Background: an optimization exercise with open tools, aiming at small area, a short achievable clock period and few clock cycles. Do not read the settings as production practice.
Where RTL was checked, it was by simulation tests only, not by an equivalence proof against the original.

==> quartz: inputs <==
==> flow/design.v <==
module npk_preview (
    input  wire        clk,
    input  wire        rst,
    input  wire        start,
    input  wire [2:0]  start_frames,     
    input  wire [16:0] start_out,        
    output wire        ready,
    input  wire        ld_valid,
    input  wire [7:0]  ld_data,
    output wire        ld_ready,
    output wire        out_valid,
    output wire [7:0]  out_data,
    input  wire        out_ready,
    output wire        done
);
    reg        ready_r;          
    reg        done_r;
    reg        load_r;           
    reg        emit_r;           
    reg        ldr_r;            
    reg        init_r;           
    reg [2:0]  frames;
    reg [16:0] outn;             
    reg [5:0]  lcnt;             
    reg [5:0]  pos;              
    wire take    = ldr_r & ld_valid;
    wire go      = ready_r & start;
    wire lastld  = (lcnt[3:0] == 4'hf) & (lcnt[5:4] == frames[1:0] - 2'd1);
    wire out0    = &outn;        
    reg [7:0]  ring [0:63];
    integer k;
    always @(posedge clk) begin
        ring[0] <= ldr_r ? ld_data : ring[63];
        for (k = 1; k < 64; k = k + 1)
            ring[k] <= ring[k-1];
    end
    reg [7:0] tap;
    always @(*) begin
        tap = ring[{pos[5:2], 2'b11}];
    end
    reg [17:0] e;                
    reg [7:0]  jj;               
    reg [1:0]  ahead;            
    reg        fpar;             
    reg [7:0]  bb0, bb1;       
    wire       eneg   = e[17];
    wire [7:0] src    = {frames, 5'd0};
    wire       jfst   = (jj[4:0] == 5'd0);
    wire       jend   = jfst & (jj[7:5] == frames);
    wire       have   = (ahead != 2'd0);
    reg        ov, sv;
    reg [4:0]  od, sd;
    wire emit   = emit_r & eneg & ~sv & (have | jfst) & ~jend;
    wire settle = emit_r & ~eneg & (~jj[0] | have);
    wire [17:0] x    = e + {10'd0, src};
    wire [17:0] y    = e + {1'b1, outn} + 18'd1 + ((eneg | init_r) ? {10'd0, src} : 18'd0);
    wire        jinc = settle | (emit & ~x[17]);
    wire        bstep = jinc & jj[0];
    wire        fetch = emit_r & (pos[1:0] == 2'b11) & (ahead != 2'd2);
    wire [7:0] cb   = jj[1] ? bb1 : bb0;
    wire [3:0] nib  = jj[0] ? cb[3:0] : cb[7:4];
    wire [4:0] val  = jfst ? 5'b01111 : {nib, 1'b0};
    wire ofree = ~ov | out_ready;
    wire fin   = emit_r & jend & ~sv & ofree;
    always @(posedge clk) begin
        pos  <= (ready_r) ? 6'd63 : (fetch ? pos : pos + 6'd1);
        lcnt <= (ready_r) ? 6'd0 : lcnt + {5'd0, take};
        if (ready_r) begin
            frames <= start_frames;
            outn   <= ~start_out;
        end
        if (ready_r) begin
            e    <= 18'd0;
            jj   <= 8'd0;
            ahead <= 2'd0;
            fpar <= 1'b0;
        end else begin
            if (init_r)
                e <= y;
            else if (settle)
                e <= y;
            else if (emit)
                e <= x[17] ? x : y;
            if (jinc) jj <= jj + 8'd1;
            ahead <= ahead + {1'b0, fetch} - {1'b0, bstep};
            if (fetch) begin
                fpar <= ~fpar;
                if (fpar) bb1 <= tap; else bb0 <= tap;
            end
        end
        if (load_r & take & lastld & ~out0) begin
            ov <= 1'b1;
            od <= 5'b01111;
        end else if (ofree) begin
            if (sv) begin
                ov <= 1'b1;
                od <= sd;
            end else begin
                ov <= emit;
                od <= val;
            end
        end
        if (ofree)
            sv <= 1'b0;
        else if (emit) begin
            sv <= 1'b1;
            sd <= val;
        end
        init_r <= go;
        if (rst) begin
            ready_r <= 1'b1;
            done_r  <= 1'b0;
            load_r  <= 1'b0;
            emit_r  <= 1'b0;
            ldr_r   <= 1'b0;
            ov      <= 1'b0;
            sv      <= 1'b0;
        end else begin
            if (go) begin
                ready_r <= 1'b0;
                done_r  <= (start_frames == 3'd0);
                load_r  <= (start_frames != 3'd0);
                ldr_r   <= (start_frames != 3'd0);
                emit_r  <= 1'b0;
            end else if (load_r) begin
                if (take & lastld) begin
                    load_r  <= 1'b0;
                    ldr_r   <= 1'b0;
                    emit_r  <= ~out0;
                    done_r  <= out0;
                end else begin
                    ldr_r <= ldr_r ? take : (pos + 6'd2 == lcnt);
                end
            end else if (emit_r) begin
                if (fin) begin
                    emit_r  <= 1'b0;
                    done_r  <= 1'b1;
                end
            end else begin
                ready_r <= 1'b1;
                done_r  <= 1'b0;
            end
        end
    end
    assign ready     = ready_r;
    assign done      = done_r;
    assign ld_ready  = ldr_r;
    assign out_valid = ov;
    assign out_data  = {od, 3'b000};
endmodule
==> flow/run.sh <==
#!/bin/bash
# synth_recipe.tcl (not shown) runs the flow's synth.tcl, then flattens the netlist and writes it again
# the make line also repeats each setting of config.mk as NAME=value (left out here)
make -C /OpenROAD-flow-scripts/flow DESIGN_CONFIG=/design/flow/config.mk WORK_HOME=/design/flow/orfs CLKGATE_MAP_FILE= SYNTH_SCRIPT=/design/flow/synth_recipe.tcl finish
==> flow/config.mk <==
export PLATFORM = sky130hd
export DESIGN_NAME = npk_preview
export DESIGN_NICKNAME = npk_preview
export VERILOG_FILES = /design/flow/design.v
export SDC_FILE = /design/flow/constraint.sdc
export NUM_CORES = 4
export LEC_CHECK = 0
export CAP_MARGIN = 20
export CORE_MARGIN = 2
export CORE_UTILIZATION = 40
export SLEW_MARGIN = 20
==> flow/constraint.sdc <==
create_clock -name core_clock -period 10.0 [get_ports {clk}]
set_input_delay 2.0000 -clock core_clock [delete_from_list [all_inputs] [get_ports {clk}]]
set_output_delay 2.0000 -clock core_clock [all_outputs]
set_load 0.01 [all_outputs]
==> zinc (differences from quartz) <==
==> flow/design.v, changed modules only <==
module npk_preview (
    input  wire        clk,
    input  wire        rst,
    input  wire        start,
    input  wire [2:0]  start_frames,     
    input  wire [16:0] start_out,        
    output wire        ready,
    input  wire        ld_valid,
    input  wire [7:0]  ld_data,
    output wire        ld_ready,
    output wire        out_valid,
    output wire [7:0]  out_data,
    input  wire        out_ready,
    output wire        done
);
    reg        ready_q, idle_n;      
    reg        done_q;
    reg        load_r;               
    reg        emit_r;               
    reg        ldr_q, ldr;           
    reg        init_r;               
    reg [2:0]  frames;
    reg [16:0] outn;                 
    reg [5:0]  lcnt;                 
    reg [5:0]  pos;                  
    wire idle    = ~idle_n;
    wire take    = ldr & ld_valid;
    wire go      = idle & start;
    wire lastld  = (lcnt[3:0] == 4'hf) & (lcnt[5:4] == frames[1:0] - 2'd1);
    wire out0    = &outn;            
    wire ldend   = load_r & take & lastld;
    reg [7:0]  ring [0:63];
    integer k;
    always @(posedge clk) begin
        ring[0] <= ldr ? ld_data : ring[63];
        for (k = 1; k < 64; k = k + 1)
            ring[k] <= ring[k-1];
    end
    wire [7:0] tap = ring[{pos[5:2], 2'b11}];
    reg [17:0] e;                    
    reg [7:0]  jj;                   
    reg [1:0]  ahead;                
    reg        fpar;                 
    reg [7:0]  bb0, bb1;             
    wire       eneg   = e[17];
    wire [7:0] src    = {frames, 5'd0};
    wire       jfst   = (jj[4:0] == 5'd0);
    wire       jend   = jfst & (jj[7:5] == frames);
    wire       have   = (ahead != 2'd0);
    reg        ov_q, ovn;            
    reg [4:0]  od;
    wire oready   = ovn | out_ready;                 
    wire emit_pre = emit_r & eneg & (have | jfst) & ~jend;
    wire emit     = emit_pre & oready;
    wire settle   = emit_r & ~eneg & (~jj[0] | have);
    wire [17:0] x    = e + {10'd0, src};
    wire        xge  = ~x[17];
    wire [17:0] y    = e + {1'b1, outn} + 18'd1 + ((eneg | init_r) ? {10'd0, src} : 18'd0);
    wire [17:0] e_em = xge ? y : x;                  
    wire [17:0] e_st = (settle | init_r) ? y : e;    
    wire        fetch = emit_r & (pos[1:0] == 2'b11) & (ahead != 2'd2);
    wire [7:0] cb   = jj[1] ? bb1 : bb0;
    wire [3:0] nib  = jj[0] ? cb[3:0] : cb[7:4];
    wire [4:0] val  = jfst ? 5'b01111 : {nib, 1'b0};
    wire jinc_st = settle;
    wire jinc_em = emit_pre & xge;
    wire [7:0] jj1 = jj + 8'd1;
    wire [1:0] ah_f = ahead + {1'b0, fetch};
    wire [1:0] ah_fb = ah_f - 2'd1;
    wire fin_pre = emit_r & jend;
    always @(posedge clk) begin
        pos  <= idle ? 6'd63 : (fetch ? pos : pos + 6'd1);
        lcnt <= idle ? 6'd0 : lcnt + {5'd0, take};
        if (idle) begin
            frames <= start_frames;
            outn   <= ~start_out;
        end
        if (idle) begin
            e     <= 18'd0;
            jj    <= 8'd0;
            ahead <= 2'd0;
            fpar  <= 1'b0;
        end else begin
            e <= (emit_pre & oready) ? e_em : e_st;
            if (jinc_st | (jinc_em & oready)) jj <= jj1;
            ahead <= ((jinc_st | (jinc_em & oready)) & jj[0]) ? ah_fb : ah_f;
            if (fetch) begin
                fpar <= ~fpar;
                if (fpar) bb1 <= tap; else bb0 <= tap;
            end
        end
        if (ldend) begin
            od <= 5'b01111;
        end else if (oready) begin
            od <= val;
        end
        init_r <= go;
        if (rst) begin
            ready_q <= 1'b1;
            idle_n  <= 1'b0;
            done_q  <= 1'b0;
            load_r  <= 1'b0;
            emit_r  <= 1'b0;
            ldr_q   <= 1'b0;
            ldr     <= 1'b0;
            ov_q    <= 1'b0;
            ovn     <= 1'b1;
        end else begin
            if (ldend) begin
                ov_q <= ~out0;
                ovn  <= out0;
            end else if (oready) begin
                ov_q <= emit_pre;
                ovn  <= ~emit_pre;
            end
            if (go) begin
                ready_q <= 1'b0;
                idle_n  <= 1'b1;
                done_q  <= (start_frames == 3'd0);
                load_r  <= (start_frames != 3'd0);
                ldr_q   <= (start_frames != 3'd0);
                ldr     <= (start_frames != 3'd0);
                emit_r  <= 1'b0;
            end else if (load_r) begin
                if (take & lastld) begin
                    load_r <= 1'b0;
                    ldr_q  <= 1'b0;
                    ldr    <= 1'b0;
                    emit_r <= ~out0;
                    done_q <= out0;
                end else begin
                    ldr_q <= ldr ? take : (pos + 6'd2 == lcnt);
                    ldr   <= ldr ? take : (pos + 6'd2 == lcnt);
                end
            end else if (emit_r) begin
                if (fin_pre & oready) begin
                    emit_r <= 1'b0;
                    done_q <= 1'b1;
                end
            end else if (idle_n) begin
                ready_q <= 1'b1;
                idle_n  <= 1'b0;
                done_q  <= 1'b0;
            end
        end
    end
    assign ready     = ready_q;
    assign done      = done_q;
    assign ld_ready  = ldr_q;
    assign out_valid = ov_q;
    assign out_data  = {od, 3'b000};
endmodule
==> flow_summary.ini <==
[power_and_ir_drop]
power.total_mw = 5.21
intPower_mw = 4.09

[sta]
holdWs_ps = 316
slew-limit-headroom_pct = 35.4
tightest_slew_ps = 967

[floorplan]
die_w_um = 210

[status]
status = timing/DRC/antenna clean

[finish]
clk_share_pct = 10.7
inverters = 46
multiInputGateArea_sq_um = 4100

[cts]
cts_buffers = 57

[logic_synthesis]
synth_xor_area_share_pct = 2.01
syn_inst = 1262

[drt]
wl_met3_um = 1390

[grt]
use_met3_pct = 2.92

[worst_hold_path]
worstHoldStart = ring[22][5]
[end of results for quartz]
==> flow_summary.ini <==
[status]
status = timing/DRC/antenna clean

[logic_synthesis]
ys_warn_count = 2
synth-main-ff-cell = dfxtp_1
synth_xor_area_share_pct = 2.15

[setup_path]
rr_endpoint = e[17]

[cts]
cts_buffers = 55
insertion_delay_ps = 580

[drt]
wl_met3_um = 1210

[finish]
layout_commonest_cell = dfxtp_1
multiInputGateArea_sq_um = 3980
clk_share_pct = 9.51

[sta]
slew-limit-headroom_pct = 36.5
holdWs_ps = 319
tightest_slew_ps = 951
max_freq_mhz = 237

[floorplan]
die_w_um = 209

[worst_hold_path]
worstHoldStart = ring[18][3]

[power_and_ir_drop]
power.total_mw = 4.90
pg_comb_uw = 210

[grt]
use_met3_pct = 3.50
[end of results for zinc]
Testbench counts of quartz, summed over its fixed seeds: cycles 40,390.
Function not checked in zinc: the RTL went through the layout flow alone.

## separate check: timing with driven ports
The results above use ideal ports. As a check the final layouts listed here were re-extracted and re-timed, cells and wires unchanged.
Step 1 (the two cells are an assumption about what drives the block):
set clk [get_ports {clk}]
set_driving_cell -lib_cell sky130_fd_sc_hd__clkbuf_16 $clk
set_driving_cell -lib_cell sky130_fd_sc_hd__buf_2 [delete_from_list [all_inputs] $clk]
Step 2 times the ports against the registers' clock, not the clock port: input delays grow and output delays shrink by t, the midpoint of the rising clock arrivals with the driver on.
a / b / c = ideal ports / drivers / drivers and shift; a / b = the first two.
| run | t, ns | setup slack, ns | worst setup path after step 2 |
|---|---|---|---|
| quartz | 0.647 | 6.177 / 6.121 / 6.212 | input to register |
| zinc | 0.631 | 5.780 / 5.725 / 5.603 | input to register |
After both steps every run listed still meets setup and hold. The setup slack of zinc, which loses most, moves by -0.055 ns with the drivers and by -0.177 ns with both steps.
